Source: an optimization exercise on an open RTL-to-GDS flow (aim: a short achievable clock period and few clock cycles). Production flows keep margins and buffers that such runs may drop.
Function was checked by simulation only, so behaviour that the tests miss may differ from the original.
Power and IR drop assume default switching activity.

## dpt_rx_engine
module dpt_rx_engine (
    input  wire        clk,
    input  wire        rst,
    input  wire        in_valid,
    output wire        in_ready,
    input  wire [1:0]  in_op,
    input  wire [31:0] in_data,
    output wire        ram_we,
    output wire [9:0]  ram_waddr,
    output wire [7:0]  ram_wdata,
    output wire [9:0]  ram_raddr,
    input  wire [7:0]  ram_rdata,
    output wire        mem_we,
    output wire [31:0] mem_addr,
    output wire [7:0]  mem_wdata,
    output wire        resp_valid,
    output wire [31:0] resp_value,
    output wire [9:0]  rxq_size,
    output wire [7:0]  idle_count,
    output reg  [31:0] cnt_rx,
    output reg  [31:0] cnt_overrun,
    output reg  [31:0] cnt_buserr
);
Size: roughly 6100 cells after synthesis, about 260 I/O pins, ~73000 sq um of cells after synthesis.
export LEC_CHECK = 0
export ABC_CLOCK_PERIOD_IN_PS = 2500
export CAP_MARGIN = 20
export CORE_MARGIN = 2
export CORE_UTILIZATION = 40
export CTS_CLUSTER_DIAMETER = 80
export CTS_CLUSTER_SIZE = 20
export PLACE_DENSITY = 0.6
export SETUP_SLACK_MARGIN = 5.0
export SLEW_MARGIN = 20
create_clock -name core_clock -period 8.0 [get_ports {clk}]
standard.sh (not shown) runs the stock make flow with config.mk's settings and CLKGATE_MAP_FILE= SYNTH_SCRIPT=/design/flow/synth_recipe.tcl, a recipe that flattens the netlist after the stock synthesis.
==> flow/flow/run.sh <==
#!/bin/bash
# Standard ORFS flow (the standard.sh), with the resizer free to change a
# cell's footprint while it repairs timing, and aiming for more setup slack.
set -o pipefail
bash standard.sh MATCH_CELL_FOOTPRINT=0 SETUP_SLACK_MARGIN=5.5 finish > standard.log 2>&1
Testbench counts at the start, summed over its fixed seeds: cycles 109,971.
==> next run, changes <==
--- a/flow/design.v
+++ b/flow/design.v
@@ -125,19 +125,18 @@
 );
     localparam [7:0] TERM = 8'h16;
     localparam [1:0] M_SEEK = 2'd0,    
                      M_CAND = 2'd1,    
                      M_DISC = 2'd2;    
     localparam QW = 4;                 
     reg        rdy;
     reg [9:0]  head, tail, size;
     reg [7:0]  idle_cnt;
-    reg [31:0] rx_p1, ovr_p1, err_p1;    
     reg        sem, busy, pend;
     reg [31:0] rx_addr;
     reg        pb_v;
     reg [9:0]  pb_pos;
     reg [7:0]  pb_d;
     reg        pl_v;
     reg [7:0]  pl_d;                 
     reg        pb_16, pb_68, pb_10, pb_a2, pb_dc, pb_e5, pb_ff, pb_lead;
     reg [9:0]  raddr;
@@ -514,48 +513,38 @@
         fp <= fp_next;
     end
     always @(posedge clk) begin
         if (rst) begin
             rdy <= 1'b1;
             head <= 10'd0; tail <= 10'd0; size <= 10'd0;
             idle_cnt <= 8'd0;
             sem <= 1'b0; busy <= 1'b0; pend <= 1'b0; dl <= 1'b0; ew <= 1'b0;
             cnt_rx <= 32'd0; cnt_overrun <= 32'd0; cnt_buserr <= 32'd0;
-            rx_p1 <= 32'd1; ovr_p1 <= 32'd1; err_p1 <= 32'd1;
             pb_v <= 1'b0;
             rf1 <= 1'b0; rf2 <= 1'b0; q_v <= 1'b0; lost <= 1'b0; pl_v <= 1'b0;
             pl_d <= 8'd0; q_d <= 8'd0;
             {pb_16, pb_68, pb_10, pb_a2, pb_dc, pb_e5, pb_ff, pb_lead} <= 8'd0;
             {q_16, q_68, q_10, q_a2, q_dc, q_e5, q_ff, q_lead} <= 8'd0;
             live <= 1'b1; sp <= 10'd0; mb <= 1'b0; s_park <= 1'b0; rd_pend <= 1'b0;
             cp_pend <= 1'b0;
             z_v <= 1'b0; z_park <= 1'b0; z_mode <= M_SEEK; {z_c0, z_n16, z_n68, z_nff} <= 4'd0;
             a_v <= 1'b0; a_mode <= M_SEEK; b_v <= 1'b0; b_mode <= M_SEEK;
             {a_c0, a_n16, a_n68, a_nff} <= 4'd0; {b_c0, b_n16, b_n68, b_nff} <= 4'd0;
             q_rd <= 0; q_uc <= 0; q_e1 <= 0; q_wr <= 0; q_stall <= 1'b0; q_tight <= 1'b0;
             ev_zf <= 1'b0; ev_t12 <= 1'b0; ev_drop2 <= 1'b0; ev_conv <= 1'b0;
             ev_mf <= 1'b0; ev_sf <= 1'b0; ev_take <= 1'b0; ev_drop <= 1'b0;
             e2_skip <= 1'b0;
             copying <= 1'b0; c_r <= 1'b0; c_d <= 1'b0; c_b1v <= 1'b0;
             mem_we_r <= 1'b0; resp_v <= 1'b0;
         end else begin
-            if (acc && op_b) begin
-                cnt_rx <= rx_p1;
-                rx_p1  <= rx_p1 + 32'd1;
-            end
-            if (acc && op_e) begin
-                cnt_buserr <= err_p1;
-                err_p1     <= err_p1 + 32'd1;
-            end
-            if (push && full) begin
-                cnt_overrun <= ovr_p1;
-                ovr_p1      <= ovr_p1 + 32'd1;
-            end
+            if (acc && op_b) cnt_rx <= cnt_rx + 32'd1;
+            if (acc && op_e) cnt_buserr <= cnt_buserr + 32'd1;
+            if (push && full) cnt_overrun <= cnt_overrun + 32'd1;
             if (acc && (op_b || op_e)) idle_cnt <= 8'd0;
             else if (acc && op_i && idle_cnt != 8'd255) idle_cnt <= idle_cnt + 8'd1;
             pb_v <= pushed;
             if (pushed) head <= head + 10'd1;
             if (trig_w) sem <= 1'b0;
             else if (acc && (op_e || (op_i && idle_zero))) sem <= 1'b1;
             if (acc && op_r && addr_nz && !busy) busy <= 1'b1;
             live <= live_n;
             sp   <= sp_n;
The new run finished with timing, DRC and antenna clean.
Critical path depth grows by 10.
Combinational power fell by a few percent.
Global-route usage grows by 1.9 points.
Routed wire length grows by a little under a tenth.
Final cell count goes down by a few percent.
Setup slack is better by 0.071 ns.
Design area hardly moves.
First-iteration DRC count rose by a few percent.
Power drops by a few percent.
Synthesized cell count shrinks by a few percent.
Testbench counts after the change, summed over its fixed seeds: cycles 109,971.

[static timing again, ports no longer ideal]
The results above use ideal ports. As a check the final layouts listed here were re-extracted and re-timed, cells and wires unchanged. Step 1, drivers: a clkbuf_16 drives clk and a buf_2 each remaining input, both assumed. Step 2 also shifts input and output timing later by t, the mid clock arrival at the registers, as if the neighbouring blocks saw the same clock. Slacks: no drivers / after step 1 / after step 2; pairs: no drivers / after step 1.
| run | t (ns) | slack for setup (ns) | worst hold slack (ns) | worst register clock-pin slew, ns | worst slew at a driven data input, ns |
|---|---|---|---|---|---|
| the first run | 0.865 | 5.055 / 4.968 / 4.357 | 0.417 / 0.417 / 0.417 | 0.10 / 0.10 | 0.08 |
| the second run | 0.836 | 5.126 / 5.044 / 4.312 | 0.408 / 0.408 / 0.408 | 0.10 / 0.10 | 0.14 |
After both steps setup and hold are still met in every run listed. For the second run, which loses most, drivers alone change the setup slack by -0.082 ns; drivers and shift together by -0.814 ns.
